This is an optimization exercise on Yosys and OpenROAD, whose aim is small area, a short achievable clock period and few clock cycles per item, not a production implementation. Function was checked by simulation only, so behaviour that the tests miss may differ from the original. Power and IR drop assume default switching activity.

## flow/design.v (module list and top-level ports; edited modules follow where they fit)
// module mont_mul: 1836 lines
module mont_mul (
    input  wire         clk,
    input  wire         rst,
    input  wire         start,
    input  wire [1:0]   op,
    input  wire [259:0] a,
    input  wire [259:0] b,
    output wire         ready,
    output reg          done,
    output wire [259:0] result
);
  // ...
==> flow/run.sh <==
#!/bin/bash
# synth_recipe.tcl (not shown) runs the flow's synth.tcl, then flattens the netlist and writes it again
# the make line also repeats each setting of config.mk as NAME=value (left out here)
make -C /OpenROAD-flow-scripts/flow DESIGN_CONFIG=/design/flow/config.mk WORK_HOME=/design/flow/orfs CLKGATE_MAP_FILE= SYNTH_SCRIPT=/design/flow/synth_recipe.tcl finish
==> flow/config.mk <==
export PLATFORM = sky130hd
export DESIGN_NAME = mont_mul
export DESIGN_NICKNAME = mont_mul
export VERILOG_FILES = /design/flow/design.v
export SDC_FILE = /design/flow/constraint.sdc
export NUM_CORES = 4
export LEC_CHECK = 0
export CAP_MARGIN = 20
export CORE_MARGIN = 2
export CORE_UTILIZATION = 40
export SETUP_SLACK_MARGIN = 5
export SLEW_MARGIN = 20
==> flow/constraint.sdc <==
create_clock -name core_clock -period 9.0 [get_ports {clk}]
set_input_delay 1.8000 -clock core_clock [delete_from_list [all_inputs] [get_ports {clk}]]
set_output_delay 1.8000 -clock core_clock [all_outputs]
set_load 0.01 [all_outputs]
==> reports/results.txt, run 1 <==
RSZ-0062 raised after global routing = yes
Synth Warn # = 1
DRC viols = 0
top sig layer = met5
Syn Inst Count = 8648
synth cell count leaders = 1300 x nand2_1, 775 x a22oi_1, 666 x fa_1
CP bufs+invs = 4
Multi-In Gates = 6303
Site Rows = 166
sequential portion of the cell area = 0.2698
multiplexer share of the synthesized area = 0.004043
number of flip-flops in the largest register = 265
Worst R2R Path Depth = 17
Worst Path Max Fanout = 11
Overall Power = 0.03576 W
antenna violations before repair = 27
met1 wire length = 137200 um
Seq group = 0.00848 W
WS Path Type = flip-flop to flip-flop
Clock Power Share = 0.166
max incr delay on CP = 650 ps
Comb group = 0.0213 W
status = no timing/DRC/antenna violations
Detail Placement HPWL = 237500 um
htree depth = 4
antenna cells = 21
Testbench counts, summed over its fixed seeds: cycles 38,595, items 384.
==> inputs of run 2 (changes only) <==
==> flow/flow/run.sh (new file) <==
#!/bin/bash
# Own layout flow: the standard flow, with two changes between synthesis
# and floorplan:
#  1. flow/polarity.py removes the inverters that Yosys' full-adder extraction
#     leaves between full adders (each full adder is built in the polarity
#     that needs no inverter; the netlist's registers are not touched);
#  2. ports are buffered with buf_1 cells instead of the default delay cell.
# Each tool's output goes to a log file of its own in this folder.
set -euo pipefail
R=orfs/results/${FLOW_PLATFORM}/mont_mul/base
LIB=${FLOW_HOME}/platforms/${FLOW_PLATFORM}/lib/sky130_fd_sc_hd__tt_025C_1v80.lib

bash standard.sh synth > synth.log 2>&1
cp ${R}/1_2_yosys.v ${R}/1_2_yosys_std.v
python3 flow/polarity.py ${R}/1_2_yosys_std.v ${R}/1_2_yosys.v ${LIB} > polarity.log 2>&1
rm -f ${R}/1_synth.odb
BUFFER_PORTS_ARGS="-buffer_cell sky130_fd_sc_hd__buf_1" bash standard.sh finish > layout.log 2>&1
==> flow/flow/polarity.py (new file) <==
#!/usr/bin/env python3
"""Removes inverters between full adders of a synthesized netlist.

A full adder is self-dual: FA(~a, ~b, ~c) = (~s, ~co). Every full adder may
therefore be built in either polarity. This pass drops all inverters, picks
a polarity per full adder by local search so that as few nets as possible
are needed in both polarities, and adds one inverter per net that still is.
Registers and all other cells are kept as they are.

usage: polarity.py IN.v OUT.v LIBERTY
"""
import re, sys, collections

src, dst, lib = sys.argv[1], sys.argv[2], sys.argv[3]
text = open(src).read()

# output pins of each library cell
outpins = collections.defaultdict(set)
cell_area = {}
lt = open(lib).read()
for m in re.finditer(r'\bcell\s*\(\s*"?(\w+)"?\s*\)\s*\{', lt):
    start = m.end(); depth = 1; i = start
    while depth and i < len(lt):
        if lt[i] == '{': depth += 1
        elif lt[i] == '}': depth -= 1
        i += 1
    body = lt[start:i]
    am = re.search(r'\barea\s*:\s*([\d.]+)', body)
    if am: cell_area[m.group(1)] = float(am.group(1))
    for pm in re.finditer(r'\bpin\s*\(\s*"?(\w+)"?\s*\)\s*\{([^{}]*)', body):
        if re.search(r'direction\s*:\s*"?output', pm.group(2)):
            outpins[m.group(1)].add(pm.group(1))

mod_start = text.index('module ')
mod_end = text.rindex('endmodule')
body = text[mod_start:mod_end]
cell_re = re.compile(r'(?:\(\*[^*]*\*\)\s*)*\b(sky130_fd_sc_hd__\w+)\s+(\S+)\s*\((.*?)\);', re.S)
pin_re = re.compile(r'\.(\w+)\(\s*((?:[^()]|\([^()]*\))*?)\s*\)')

cells = []
spans = []
for m in cell_re.finditer(body):
    typ, name, pins = m.group(1), m.group(2), m.group(3)
    pl = [(p, n.strip()) for p, n in pin_re.findall(pins)]
    cells.append([typ, name, pl])
    spans.append((m.start(), m.end()))
assert not re.search(r'^\s*assign\b', body, re.M), 'assign statements not handled'

n_ha = 0

def is_inv(t): return re.match(r'sky130_fd_sc_hd__(clk)?inv_\d+$', t) is not None
def is_fa(t): return re.match(r'sky130_fd_sc_hd__fa_\d+$', t) is not None

driver = {}
loads = collections.defaultdict(list)
for ci, (t, n, pl) in enumerate(cells):
    for p, net in pl:
        if p in outpins[t]:
            assert net not in driver, net
            driver[net] = (ci, p)
        else:
            loads[net].append((ci, p))

# output ports
hdr = body[:body.index(');') + 2]
ports_out = set()
for m in re.finditer(r'^\s*output\s+(\[(\d+):(\d+)\]\s*)?(\w+)\s*;', body, re.M):
    if m.group(1):
        hi, lo = int(m.group(2)), int(m.group(3))
        for k in range(min(hi, lo), max(hi, lo) + 1): ports_out.add('%s[%d]' % (m.group(4), k))
    else:
        ports_out.add(m.group(4))

root_memo = {}
def root(net):
    if net in root_memo: return root_memo[net]
    d = driver.get(net)
    if d and is_inv(cells[d[0]][0]):
        inp = dict(cells[d[0]][2])['A']
        r, par = root(inp)
        res = (r, par ^ 1)
    else:
        res = (net, 0)
    root_memo[net] = res
    return res

fa_ids = [ci for ci, c in enumerate(cells) if is_fa(c[0])]
x = {ci: 0 for ci in fa_ids}
# gates whose output may be complemented by swapping to the complementary cell
PAIRS = [('and2', 'nand2'), ('or2', 'nor2'), ('and3', 'nand3'), ('or3', 'nor3'), ('and4', 'nand4'),
         ('or4', 'nor4'), ('a21o', 'a21oi'), ('o21a', 'o21ai'), ('a22o', 'a22oi'), ('o22a', 'o22ai'),
         ('a211o', 'a211oi'), ('o211a', 'o211ai'), ('a31o', 'a31oi'), ('o31a', 'o31ai'), ('a32o', 'a32oi'),
         ('o32a', 'o32ai'), ('a221o', 'a221oi'), ('o221a', 'o221ai'), ('xor2', 'xnor2'), ('xor3', 'xnor3'),
         ('mux2', 'mux2i'), ('or2b', 'nor2b'), ('and2b', 'nand2b'), ('a21bo', 'a21boi'), ('o21ba', 'o21bai'),
         ('a2bb2o', 'a2bb2oi'), ('o2bb2a', 'o2bb2ai'), ('a311o', 'a311oi'), ('o311a', 'o311ai'),
         ('a41o', 'a41oi'), ('o41a', 'o41ai'), ('a2111o', 'a2111oi'), ('o2111a', 'o2111ai')]
comp = {}
for p, q in PAIRS: comp[p] = q; comp[q] = p
area = dict(cell_area)
def comp_cell(t):
    m = re.match(r'sky130_fd_sc_hd__(\w+?)_(\d+)$', t)
    if not m or m.group(1) not in comp: return None
    c = comp[m.group(1)]
    for d in (m.group(2), '1', '2', '0', '4'):
        nm = 'sky130_fd_sc_hd__%s_%s' % (c, d)
        if nm in area and nm in outpins: return nm
    return None
gate_flip = {}
for ci, c in enumerate(cells):
    if is_fa(c[0]) or is_inv(c[0]): continue
    cc = comp_cell(c[0])
    if cc and len(outpins[c[0]]) == 1 and len(outpins[cc]) == 1:
        gate_flip[ci] = (cc, area[cc] - area[c[0]])
        x[ci] = 0
# demands: list of (root, base_par, fa_ci or None)
dem = collections.defaultdict(list)   # root -> list of (par, fa or None)
fa_in = collections.defaultdict(list) # fa -> roots it reads
for ci, (t, n, pl) in enumerate(cells):
    if is_inv(t): continue
    for p, net in pl:
        if p in outpins[t]: continue
        r, par = root(net)
        f = ci if is_fa(t) else None
        dem[r].append((par, f))
        if f is not None: fa_in[f].append(r)
for o in ports_out:
    if o in driver or o in root_memo or True:
        r, par = root(o)
        if (r, par) != (o, 0):
            dem[r].append((par, None))
# availability: root driven by a full adder output
src_fa = {}
for ci in fa_ids + list(gate_flip):
    for p, net in cells[ci][2]:
        if p in outpins[cells[ci][0]]:
            src_fa[net] = ci

def avail(r): return x[src_fa[r]] if r in src_fa else 0
def need(r):
    a = avail(r)
    for par, f in dem[r]:
        w = par ^ (x[f] if f is not None else 0)
        if w != a: return 1
    return 0

def affected(ci):
    s = set(fa_in[ci]) if ci in fa_in else set()
    for p, net in cells[ci][2]:
        if p in outpins[cells[ci][0]]: s.add(net)
    return s

INV = 3.75
def gcost(ci): return gate_flip[ci][1] if (ci in gate_flip and x[ci]) else 0.0
n_inv0 = sum(1 for c in cells if is_inv(c[0]))
cost0 = sum(need(r) for r in list(dem))
# exact start: parity union-find over net connections between flippable cells
flippable = set(fa_ids) | set(gate_flip)
parent = {ci: ci for ci in flippable}; rel = {ci: 0 for ci in flippable}
def find(a):
    if parent[a] == a: return a, 0
    r, p = find(parent[a]); parent[a] = r; rel[a] ^= p; return r, rel[a]
import sys as _s; _s.setrecursionlimit(100000)
bad = 0
for r in dem:
    if r not in src_fa: continue
    g = src_fa[r]
    for par, f in dem[r]:
        if f is None: continue
        # want: x[g] == par ^ x[f]
        ra, pa = find(g); rb, pb = find(f)
        if ra == rb:
            if (pa ^ pb) != par: bad += 1
        else:
            parent[rb] = ra; rel[rb] = pa ^ pb ^ par
for ci in flippable:
    r, p = find(ci); x[ci] = p
comps = collections.defaultdict(list)
for ci in flippable: comps[find(ci)[0]].append(ci)
def total():
    return INV * sum(need(r) for r in dem) + sum(gcost(ci) for ci in gate_flip)
for rt, members in comps.items():
    rs = set()
    for ci in members: rs |= affected(ci)
    c0 = INV * sum(need(r) for r in rs) + sum(gcost(ci) for ci in members)
    for ci in members: x[ci] ^= 1
    c1 = INV * sum(need(r) for r in rs) + sum(gcost(ci) for ci in members)
    if c1 >= c0:
        for ci in members: x[ci] ^= 1
sys.stderr.write('parity conflicts %d, components %d\n' % (bad, len(comps)))
changed = True; rounds = 0
while changed and rounds < 50:
    changed = False; rounds += 1
    for ci in fa_ids + list(gate_flip):
        rs = affected(ci)
        before = INV * sum(need(r) for r in rs) + gcost(ci)
        x[ci] ^= 1
        after = INV * sum(need(r) for r in rs) + gcost(ci)
        if after < before - 1e-9: changed = True
        else: x[ci] ^= 1
cost1 = sum(need(r) for r in list(dem))

# rebuild
newnet = {}
k = 0
new_inv = []
def phys(r, w):
    global k
    if w == avail(r): return r
    if r not in newnet:
        nm = '_pol%d_' % len(newnet)
        newnet[r] = nm
        new_inv.append((r, nm))
    return newnet[r]

out_cells = []
for ci, (t, n, pl) in enumerate(cells):
    if is_inv(t): continue
    conns = []
    t0 = t
    if ci in gate_flip and x[ci]:
        t = gate_flip[ci][0]
    for p, net in pl:
        if p in outpins[t0]:
            conns.append((list(outpins[t])[0] if ci in gate_flip and x[ci] else p, net))
        else:
            r, par = root(net)
            w = par ^ (x[ci] if is_fa(t) else 0)
            conns.append((p, phys(r, w)))
    out_cells.append((t, n, conns))
# output ports driven through inverters: drive them directly
extra = []
for o in sorted(ports_out):
    r, par = root(o)
    if (r, par) != (o, 0):
        extra.append(('sky130_fd_sc_hd__buf_1' if par == 0 else None, o, r, par))
for (r, nm) in new_inv:
    out_cells.append(('sky130_fd_sc_hd__inv_1', '_polinv%s' % nm[4:], [('A', r), ('Y', nm)]))
for t, o, r, par in extra:
    if par == 0:
        out_cells.append(('sky130_fd_sc_hd__buf_1', '_polbuf_%d' % len(out_cells), [('A', r), ('X', o)]))
    else:
        out_cells.append(('sky130_fd_sc_hd__inv_1', '_polpo_%d' % len(out_cells), [('A', phys(r, avail(r))), ('Y', o)]))

# declarations: keep everything before the first cell, add new wires
first = spans[0][0] if spans else len(body)
decl = body[:first]
rest_nonc = []
last = first
for (a, b) in spans:
    chunk = body[last:a]
    if chunk.strip(): rest_nonc.append(chunk)
    last = b
tail = body[last:]
out = [text[:mod_start], decl]
for r, nm in new_inv:
    out.append('  wire %s;\n' % nm)
for t, n, conns in out_cells:
    out.append('  %s %s (\n%s\n  );\n' % (t, n, ',\n'.join('    .%s(%s%s)' % (p, net, ' ' if net.startswith('\\') else '') for p, net in conns)))
for ch in rest_nonc:
    if re.search(r'\b(sky130_fd_sc_hd__)', ch): raise SystemExit('unparsed cell text')
    out.append(ch)
out.append(tail)
out.append(text[mod_end:])
open(dst, 'w').write(''.join(out))
sys.stderr.write('polarity: %d gates swapped; ' % sum(1 for ci in gate_flip if x[ci]) + 'polarity: %d full adders, %d flipped, inverters %d -> %d (nets needing both polarities %d -> %d), %d rounds\n'
                 % (len(fa_ids), sum(x[ci] for ci in fa_ids), n_inv0, len(new_inv) + sum(1 for e in extra if e[3]), cost0, cost1, rounds))
==> flow/standard.sh (new file) <==
#!/bin/bash
# synth_recipe.tcl (not shown) runs the flow's synth.tcl, then flattens the netlist and writes it again
# the make line also repeats each setting of config.mk as NAME=value (left out here)
make -C /OpenROAD-flow-scripts/flow DESIGN_CONFIG=/design/flow/config.mk WORK_HOME=/design/flow/orfs CLKGATE_MAP_FILE= SYNTH_SCRIPT=/design/flow/synth_recipe.tcl "${@:-finish}"
removed: flow/run.sh
==> run 2 against run 1 <==
Compared with the run above: still clean on timing, DRC and antenna; worst setup slack better by 29 ps; synthesized cell count fell by 4.5%; first-iteration DRC count fell by 6.9%; critical endpoint is now RS[53]; largest cell class unchanged.
==> reports/results.txt, run 2 <==
first-pass GRT wire length = 449200 um
vias in the first global route = 65180
Largest regs = RC x265, RS x264, B x260
Mapped Area = 81200 sq um
Starting Density = 0.4022
RSZ-0062 raised after global routing = yes
Placed Area = 84750 sq um
DRT Wirelength = 314300 um
die footprint = 206600 sq um
placed cells = 11040
final worst path period need = 4198 ps
DRT Pass-1 Iters = 7
area delta synth->final = 12.96%
share of layout cells above drive strength 1 = 0.07464
Design Area, Final = 91730 sq um
most frequent cells in the layout = 1284 x nand2_1, 786 x buf_1, 774 x a22oi_1, 659 x fa_1, 586 x xnor2_1
worst slew pin tran = 1217 ps
Setup crit start = first
IO Count = 787
Clock Power Share = 0.165 (about the same)
iteration-0 DRC count of the detailed router = 7300
sw frac = 0.4747
DR WL/cell = 27.49 um
Synth Warn # = 1 (unchanged)
Vias/cell = 5.842
clock sinks = 1073
Hold Slack = 546.2 ps
Psw = 0.01624 W
worst path arrival time = 4910 ps
status = no timing/DRC/antenna violations
WP data required = 9710 ps
Core Region = 201900 sq um
Int Power = 0.01797 W
antenna violations before repair = 20 (-26%)
Global Route Usage Sum = 0.2957
Clock Tree Buf Depth = 3
relative slew slack = 0.1890
Final Cycle Share = 0.4665
largest net degree at the start of global routing = 238
DRC viols = 0 (unchanged)
Clock Latency Late Sink = 860 ps
Max Transition Viols Final = 0
clock root buffer = clkbuf_16
max_cap viols = 0
R2R Path Start = first
grt total ovfl = 0
Setup Skew = 67.62 ps
Mean Syn Cell Area = 9.832 sq um
Site Rows = 165 (-0.60%)
WS Path Type = flip-flop to flip-flop
Final WS setup = 4802 ps
Final ANT Viol Nets = 0
CTS Buf Count = 135
global placement routability congestion = 0.9634
final setup fails = 0
Detail Placement HPWL = 228800 um (-3.7%)
number of flip-flops in the largest register = 265 (unchanged)
Critical Path End Type = flip-flop
via count = 66780
Syn Inst Count = 8259 (-4.5%)
VDD IR-drop max = 0.2677 mV
CTS tree = built
Seq pwr share = 0.251
setup TNS = 0 ps
Clk pin slew, worst setup/hold paths = 70 ps
die width = 454.6 um
synthesized net count = 9911
startpoint class of the critical path = flip-flop
Hold Path Origin = RS[260]
htree depth = 4 (unchanged)
commonest non-fill, non-tap cell in the layout = nand2_1
fmax = 238.2 MHz
Total Nets Final = 10290
Reg with most FFs = RC
Post-Layout Cell Count = 11430
Worst Path Max Fanout = 11 (unchanged)
pre-CTS setup slack = 3174 ps
part of the power in combinational logic = 0.583
final hold vios = 0
Hold/Removal Path Class = flip-flop to flip-flop
PD cells = 372.9 nW/um^2
Die Y = 454.6 um
input/output buffers = 786
leakage = 36.45 nW
-- run 2: changes by cell type in the layout (fill, tap and decap cells not counted), sizes merged, moves of 10 or more --
cell           delta
clkbuf           -10
inv             -387
buf             +735
xor2             -27
xnor2            +27
clkdlybuf4s50   -785
diode            -11
-- run 2: what timing repair did --
item,4_1_cts,5_1_grt
setup buffers,47,66
hold buffers,0,0
endpoints found under the hold margin,0,0
pin swaps,21,53
gates cloned,11,2
endpoints found under the setup margin,1153,700
resized for setup,140,132
-- run 2: final cells by class --
| type | instances | area [sq um] |
|---|---|---|
| Antenna cell | 10 | 25.02 |
| Clock buffer | 187 | 3832 |
| Clock inverter | 64 | 641.9 |
| Fill cell | 19330 | 110200 |
| Inverter | 123 | 490.5 |
| Multi-Input combinational cell | 6305 | 51370 |
| Sequential cell | 1073 | 26720 |
| Tap cell | 2672 | 3343 |
| Timing Repair Buffer | 997 | 5300 |
-- run 2: worst max-delay path, stage by stage, from the launching register on --
cell     delay (ps)
dfxtp_4         370
buf_4           120
nor2b_4          40
ha_4            150
fa_2            730
inv_8           110
buf_4           180
ha_4            210
nor2_1          220
inv_1           120
a21oi_1         250
nor2_1          170
ha_1            250
fa_1            520
fa_1            450
nand2_1          90
o21ai_0          90
-- run 2: power groups by stage --
stage / clock, W / combinational, W / sequential, W
global route: 0.00589 / 0.0222 / 0.00866
finish: 0.00565 / 0.0200 / 0.00860
global placement: 0 / 0.0175 / 0.00859
CTS: 0.00571 / 0.0189 / 0.00855
detailed placement: 0 / 0.0180 / 0.00864
floorplan: 0 / 0.0129 / 0.00714
-- run 2: final timing paths --
path	endpoint	slack, ps	cells after the start
worst min-delay path	A[260]	550	2
worst max-delay path	RS[53]	4800	16
worst min register to register	A[260]	550	2
worst max register to register	RS[53]	4800	16
-- run 2: metal layers --
layer  share of wire  vias up  track usage
met5         0.00017        -            0
met4           0.070       12       0.1802
met3           0.075      643      0.04547
met2            0.44     3074       0.4492
met1            0.41    33260       0.3967
li1                -    29790            -
-- run 2: per-stage QoR --
| stage | power (W) | util |
|---|---|---|
| finish | 0.03421 | 0.4543 |
| global route | 0.03675 | 0.4543 |
| CTS | 0.03311 | 0.4483 |
| detailed placement | 0.02660 | 0.4197 |
| global placement | 0.02608 | 0.4195 |
| floorplan | 0.02004 | - |

==> what the ideal ports hide <==
Ports are ideal in the flow. The routed layouts listed here were re-timed in OpenROAD. Step 1 assumes that a clkbuf_16 drives the clock port and a buf_2 every other input. Step 2 moves the port delays by t, midway between the first and last clock arrival at a register: inputs arrive t later, outputs are due t later. That takes back most of the time a late clock gives input paths. Slacks: ideal ports / drivers / drivers and shift; pairs: ideal ports / drivers.
run	t, ns	slack for setup (ns)	latest minus earliest clock arrival (ns)	worst register clock-pin slew, ns	cell pins on the clock port's net
run 1	0.908	4.772 / 4.772 / 4.772	0.052 / 0.052	0.07 / 0.07	1
run 2	0.902	4.802 / 4.802 / 4.802	0.068 / 0.068	0.07 / 0.07	1
After both steps setup and hold are still met in every run listed.
